Source: an optimization exercise on an open RTL-to-GDS flow (aim: small area, a short achievable clock period and few clock cycles per item). Production flows keep margins and buffers that such runs may drop.
Power figures rest on the tool's default switching activity, not on a simulated workload.

== indigo ==
==> flow/design.v <==
module ble_sync_correlator (
    input  wire [31:0] window,    
    input  wire [31:0] aa,
    output wire [4:0]  ge
);
    wire [31:0] d;
    genvar k;
    generate
        for (k = 0; k < 32; k = k + 1) begin : g_d
            assign d[k] = window[k] ^ aa[31 - k];
        end
    endgenerate
    wire [1:0] p [0:15];
    generate
        for (k = 0; k < 16; k = k + 1) begin : g_p
            assign p[k] = {d[2*k] & d[2*k+1], d[2*k] | d[2*k+1]};
        end
    endgenerate
    wire [3:0] q [0:7];
    generate
        for (k = 0; k < 8; k = k + 1) begin : g_q
            ble_therm_merge #(.W(2)) u_m (.a({3'd0, p[2*k]}), .b({3'd0, p[2*k+1]}), .c(q[k]));
        end
    endgenerate
    wire [4:0] o [0:3];
    generate
        for (k = 0; k < 4; k = k + 1) begin : g_o
            ble_therm_merge #(.W(5)) u_m (.a({1'b0, q[2*k]}), .b({1'b0, q[2*k+1]}), .c(o[k]));
        end
    endgenerate
    wire [4:0] h0, h1;
    ble_therm_merge #(.W(5)) u_h0 (.a(o[0]), .b(o[1]), .c(h0));
    ble_therm_merge #(.W(5)) u_h1 (.a(o[2]), .b(o[3]), .c(h1));
    ble_therm_merge #(.W(5)) u_t  (.a(h0), .b(h1), .c(ge));
endmodule
module ble_therm_merge #(parameter W = 5) (
    input  wire [4:0]   a,
    input  wire [4:0]   b,
    output wire [W-1:0] c
);
    wire [5:0] ax = {a, 1'b1};    
    wire [5:0] bx = {b, 1'b1};
    genvar n, i;
    generate
        for (n = 1; n <= W; n = n + 1) begin : g_n
            wire [n:0] t;
            for (i = 0; i <= n; i = i + 1) begin : g_i
                assign t[i] = ax[i] & bx[n - i];
            end
            assign c[n-1] = |t;
        end
    endgenerate
endmodule
module ble_rx_deframer (
    input  wire        clk,
    input  wire        rst,             
    input  wire [31:0] cfg_aa,
    input  wire        cfg_phy2m,       
    input  wire [5:0]  cfg_channel,
    input  wire        cfg_whiten,
    input  wire [23:0] cfg_crc_init,
    input  wire        bit_valid,
    input  wire        bit_data,
    input  wire        bit_last,
    output wire        bit_ready,
    output reg         pdu_valid,
    output wire [7:0]  pdu_data,
    output wire        res_valid,
    output wire [11:0] res_flags,
    output wire [15:0] res_sync_pos,
    output wire [31:0] res_aa,
    output wire [15:0] res_hdr,
    output wire [7:0]  res_pdu_len,
    output wire [23:0] res_crc,
    output wire [23:0] res_crc_rx,
    output wire [15:0] res_nbits
);
    reg         ready_r;
    reg         take, data, last;             
    reg         rst_r;                        
    reg  [46:0] hist;                         
    reg         hdr15;
    reg  [31:0] aa_r;
    reg         phy_r, wht_r;
    reg  [15:0] nbits, pos;
    reg         ev, hitr, synced;
    reg  [23:0] crc, sr;
    reg  [6:0]  wh;
    reg  [2:0]  bitcnt;
    reg         hb;
    reg  [7:0]  bc;
    reg         p_hdr, p_pay, p_crc, done;    
    reg         mism, fin;
    reg         rv_r, ge32_r, full_r;
    reg         u;                            
    reg  [4:0]  psum;                         
    assign bit_ready = ready_r;
    wire take_in = bit_valid & ready_r;
    wire synced_any = synced | hitr;
    wire hdr_valid  = ~p_hdr;
    wire clr        = fin & ~done;
    assign res_valid = rv_r;
    wire start = rst_r | rv_r;
    wire full = full_r | (nbits[5] & (nbits[4] | (nbits[3] & ~phy_r)));
    wire [4:0] aa_ge;
    ble_sync_correlator u_corr (
        .window ({hist[30:0], data}),
        .aa     (aa_r),
        .ge     (aa_ge)
    );
    wire       ge32   = ge32_r | nbits[5];
    wire       e_in   = (hist[30] ^ ~u) & ge32;
    wire       e_out  = ((phy_r ? hist[46] : hist[38]) ^ ~u) & full;
    wire       q      = aa_r[0] ^ ~u;
    wire [4:0] lpre   = phy_r ? 5'd16 : 5'd8;
    wire [4:0] pm     = q ? (lpre - psum) : psum;
    wire       hit    = (pm == 5'd0) ? ~aa_ge[4] :
                        (pm == 5'd1) ? ~aa_ge[3] :
                        (pm == 5'd2) ? ~aa_ge[2] :
                        (pm == 5'd3) ? ~aa_ge[1] :
                        (pm == 5'd4) ? ~aa_ge[0] : 1'b0;
    wire [4:0] psum_adj = (e_in & ~e_out) ? psum + 5'd1 :
                          (~e_in & e_out) ? psum - 5'd1 : psum;
    wire        nb_inc = take & ~last;
    wire        ps_inc = ev & ~hitr;
    wire [15:0] nbits_inc, pos_inc;
    genvar gi;
    generate
        for (gi = 0; gi < 16; gi = gi + 1) begin : g_cnt
            assign nbits_inc[gi] = nbits[gi] ^ (nb_inc & ((gi == 0) | &nbits[(gi > 0 ? gi - 1 : 0):0]));
            assign pos_inc[gi]   = pos[gi] ^ (ps_inc & ((gi == 0) | &pos[(gi > 0 ? gi - 1 : 0):0]));
        end
    endgenerate
    wire fbit     = take & synced_any & ~done;
    wire dbit     = data ^ (wht_r & wh[0]);
    wire sin      = dbit & ~clr;
    wire byte_end = fbit & (bitcnt == 3'd7);
    wire [7:0] len = {hist[32], hist[33], hist[34], hist[35], hist[36], hist[37], hist[38], hist[39]};
    wire bc_eq    = (bc == len);
    wire bc_2     = (bc == 8'd2);
    wire in_pdu   = p_hdr | (p_pay & ~bc_eq);
    wire lastbit  = take & last & ~done;      
    wire shift_en = (take | clr) & ~synced_any;
    wire up_en    = synced_any ? ((fbit & p_hdr) | (clr & ~hdr_valid)) : shift_en;
    wire done_next = done | (byte_end & p_crc & bc_2);
    wire crc_fb  = crc[23] ^ dbit;
    wire crc_run = fbit & in_pdu;
    wire crc_sin = clr ? 1'b0 : (crc_run ? crc_fb : crc[23]);
    wire crc_tap = crc_run & crc_fb;
    wire synced_n = ~start & synced_any;
    wire mism_n   = (start | ~synced_any) ? 1'b0 :
                    (fbit & ~in_pdu) ? (mism | (crc[23] ^ dbit)) : mism;
    always @(posedge clk) begin
        aa_r   <= cfg_aa;
        phy_r  <= cfg_phy2m;
        wht_r  <= cfg_whiten;
        if (rst)
            ready_r <= 1'b1;
        else if (take_in & bit_last)
            ready_r <= 1'b0;
        else if (res_valid)
            ready_r <= 1'b1;
        take  <= take_in & ~rst;
        data  <= bit_data;
        last  <= bit_last;
        rst_r <= rst;
        if (shift_en)
            hist[31:0] <= {hist[30:0], data & ~clr};
        if (up_en) begin
            hist[46:33] <= hist[45:32];
            hist[32]    <= synced_any ? sin : hist[31];
            hdr15       <= hist[46];
        end
        nbits  <= start ? 16'd1 : nbits_inc;
        u      <= ~start & (u ^ take);
        ge32_r <= ~start & ge32;
        full_r <= ~start & full;
        if (start | take)
            psum <= start ? 5'd0 : psum_adj;
        pos    <= (start | (clr & ~synced_any)) ? 16'd0 : pos_inc;
        ev     <= ~start & take & full & ~synced_any;
        hitr   <= ~start & take & full & ~synced_any & hit;
        synced <= synced_n;
        if (~synced_any)
            wh <= {1'b1, cfg_channel};
        else if (fbit)
            wh <= {wh[5:0], wh[6] ^ wh[3]};
        if (~synced_any & ~clr)
            crc <= cfg_crc_init;
        else if (fbit | clr)
            crc <= {crc[22:0], crc_sin} ^ ({24{crc_tap}} & 24'h00065A);
        mism <= mism_n;
        if (fbit | clr)
            sr <= {sin, sr[23:1]};
        pdu_valid <= ~rst & ~start & byte_end & in_pdu;
        if (start) begin
            p_hdr <= 1'b1;
            p_pay <= 1'b0;
            p_crc <= 1'b0;
            done  <= 1'b0;
        end else if (byte_end) begin
            if (p_hdr & hb) begin
                p_hdr <= 1'b0;
                p_pay <= 1'b1;
            end
            if (p_pay & bc_eq) begin
                p_pay <= 1'b0;
                p_crc <= 1'b1;
            end
            if (p_crc & bc_2) begin
                p_crc <= 1'b0;
                done  <= 1'b1;
            end
        end
        if (start | lastbit) begin
            bitcnt <= 3'd0;
            bc     <= 8'd0;
        end else if (clr) begin
            {bc[2:0], bitcnt} <= {bc[2:0], bitcnt} + 6'd1;
        end else if (~synced_any) begin
            bitcnt <= 3'd0;
            bc     <= 8'd0;
        end else if (fbit) begin
            bitcnt <= bitcnt + 3'd1;
            if (byte_end & ~p_hdr)
                bc <= (p_pay & bc_eq) ? 8'd1 : bc + 8'd1;
        end
        if (start | ~synced_any)
            hb <= 1'b0;
        else if (byte_end)
            hb <= 1'b1;
        rv_r <= ~rst & ~start & ((((take_in & bit_last) | lastbit) & done_next) |
                                 (clr & (bc[2:0] == 3'd6) & (bitcnt == 3'd6)));
        if (start)
            fin <= 1'b0;
        else if (lastbit)
            fin <= 1'b1;
    end
    genvar g;
    generate
        for (g = 0; g < 32; g = g + 1) begin : g_aa
            assign res_aa[g] = hist[31 - g];
        end
        for (g = 1; g < 16; g = g + 1) begin : g_hdr
            assign res_hdr[g] = hist[47 - g];
        end
        for (g = 0; g < 24; g = g + 1) begin : g_crc
            assign res_crc[g] = crc[23 - g];
        end
    endgenerate
    assign res_hdr[0]   = hdr15;
    wire crc_ok = done & ~mism;
    assign res_flags    = {synced, ~synced, ~synced | done, ~(synced & done), 4'b0000,
                           hdr_valid, synced, crc_ok, crc_ok};
    assign res_sync_pos = pos;
    assign res_pdu_len  = done ? len : {6'd0, hdr_valid, 1'b0};
    assign res_crc_rx   = sr;
    assign res_nbits    = nbits;
    assign pdu_data     = sr[23:16];
endmodule
export LEC_CHECK = 0
export CAP_MARGIN = 20
export CORE_MARGIN = 2
export CORE_UTILIZATION = 60
export PLACE_DENSITY = 0.75
export SLEW_MARGIN = 20
create_clock -name core_clock -period 8.5 [get_ports {clk}]
standard.sh (not shown) runs the stock make flow with config.mk's settings and CLKGATE_MAP_FILE= SYNTH_SCRIPT=/design/flow/synth_recipe.tcl, a recipe that flattens the netlist after the stock synthesis.
==> flow/flow/run.sh <==
#!/bin/bash
# Standard ORFS layout (the standard.sh) with: plain buf_1 cells as the
# port buffers, a larger setup margin for the resizer's timing repair, and a
# clock tree of clkbuf_8 buffers without dummy loads.
set -euo pipefail
cd "$(dirname "${BASH_SOURCE[0]}")/.."
export BUFFER_PORTS_ARGS="-buffer_cell sky130_fd_sc_hd__buf_1"
export SETUP_SLACK_MARGIN=5.45
export CTS_ARGS="-sink_clustering_enable -repair_clock_nets -dont_use_dummy_load -buf_list sky130_fd_sc_hd__clkbuf_8 -sink_clustering_size 16 -sink_clustering_max_diameter 60 -root_buf sky130_fd_sc_hd__clkbuf_16 -distance_between_buffers 1000 -branching_point_buffers_distance 1000"
bash standard.sh > standard.log 2>&1
Relative to indigo, the following input files were edited for xenon:
--- a/flow/design.v
+++ b/flow/design.v
@@ -95,4 +95,5 @@
     reg         u;                            
     reg  [4:0]  psum;                         
+    reg         o_nsyn, o_f9, o_f8, o_hv, o_ok;  
     assign bit_ready = ready_r;
     wire take_in = bit_valid & ready_r;
@@ -149,4 +150,6 @@
     wire crc_tap = crc_run & crc_fb;
     wire synced_n = ~start & synced_any;
+    wire done_n   = ~start & done_next;
+    wire p_hdr_n  = start | (p_hdr & ~(byte_end & hb));
     wire mism_n   = (start | ~synced_any) ? 1'b0 :
                     (fbit & ~in_pdu) ? (mism | (crc[23] ^ dbit)) : mism;
@@ -155,4 +158,9 @@
         phy_r  <= cfg_phy2m;
         wht_r  <= cfg_whiten;
+        o_nsyn <= ~synced_n;
+        o_f9   <= ~synced_n | done_n;
+        o_f8   <= ~(synced_n & done_n);
+        o_hv   <= ~p_hdr_n;
+        o_ok   <= done_n & ~mism_n;
         if (rst)
             ready_r <= 1'b1;
@@ -250,7 +258,5 @@
     endgenerate
     assign res_hdr[0]   = hdr15;
-    wire crc_ok = done & ~mism;
-    assign res_flags    = {synced, ~synced, ~synced | done, ~(synced & done), 4'b0000,
-                           hdr_valid, synced, crc_ok, crc_ok};
+    assign res_flags    = {synced, o_nsyn, o_f9, o_f8, 4'b0000, o_hv, synced, o_ok, o_ok};
     assign res_sync_pos = pos;
     assign res_pdu_len  = done ? len : {6'd0, hdr_valid, 1'b0};
[summary]
The HPWL after detailed placement of indigo and that of xenon are within noise of each other. There was hardly any difference in count of nets after finishing between indigo and xenon. Of xenon and indigo, indigo shows the higher worst hold slack across all endpoints, with xenon below it. Compared with indigo, xenon shows die area that has gone up slightly. Re number of fill cells: indigo was lower than xenon. As far as proportion of power drawn by the clock network is concerned, xenon and indigo perform about the same. Top fanout value on the critical path (higher): indigo. Critical path depth down 8 in xenon wrt indigo. Of xenon and indigo, the run reporting the higher xor-xnor portion of the synthesized cell area was indigo. Cmp xenon and indigo / total power / lower: indigo. On logic gate share of total power: between xenon and indigo, it ends up lower for xenon. Final critical path time including I/O delays and setup across xenon and indigo: no real change.
Function was not checked in any run of this note: the RTL went through the layout flow alone.

-- port drivers added, routing unchanged --
In the flow no input, the clock included, has a driving cell. The finished layouts below were timed again as built, in two steps. Step 1 assumes that a clkbuf_16 drives the clock port and a buf_2 every other input. Step 2 also shifts input and output timing later by t, the mid clock arrival at the registers, as if the neighbouring blocks saw the same clock. a / b / c = ideal ports / drivers / drivers and shift; a / b = the first two.
run	t, ns	setup WS [ns]	latest minus earliest clock arrival (ns)	cell pins on the clock port's net
indigo	0.490	5.538 / 5.500 / 5.538	0.024 / 0.024	1
xenon	0.480	5.539 / 5.494 / 5.765	0.071 / 0.070	1
After both steps every run listed still meets setup and hold.
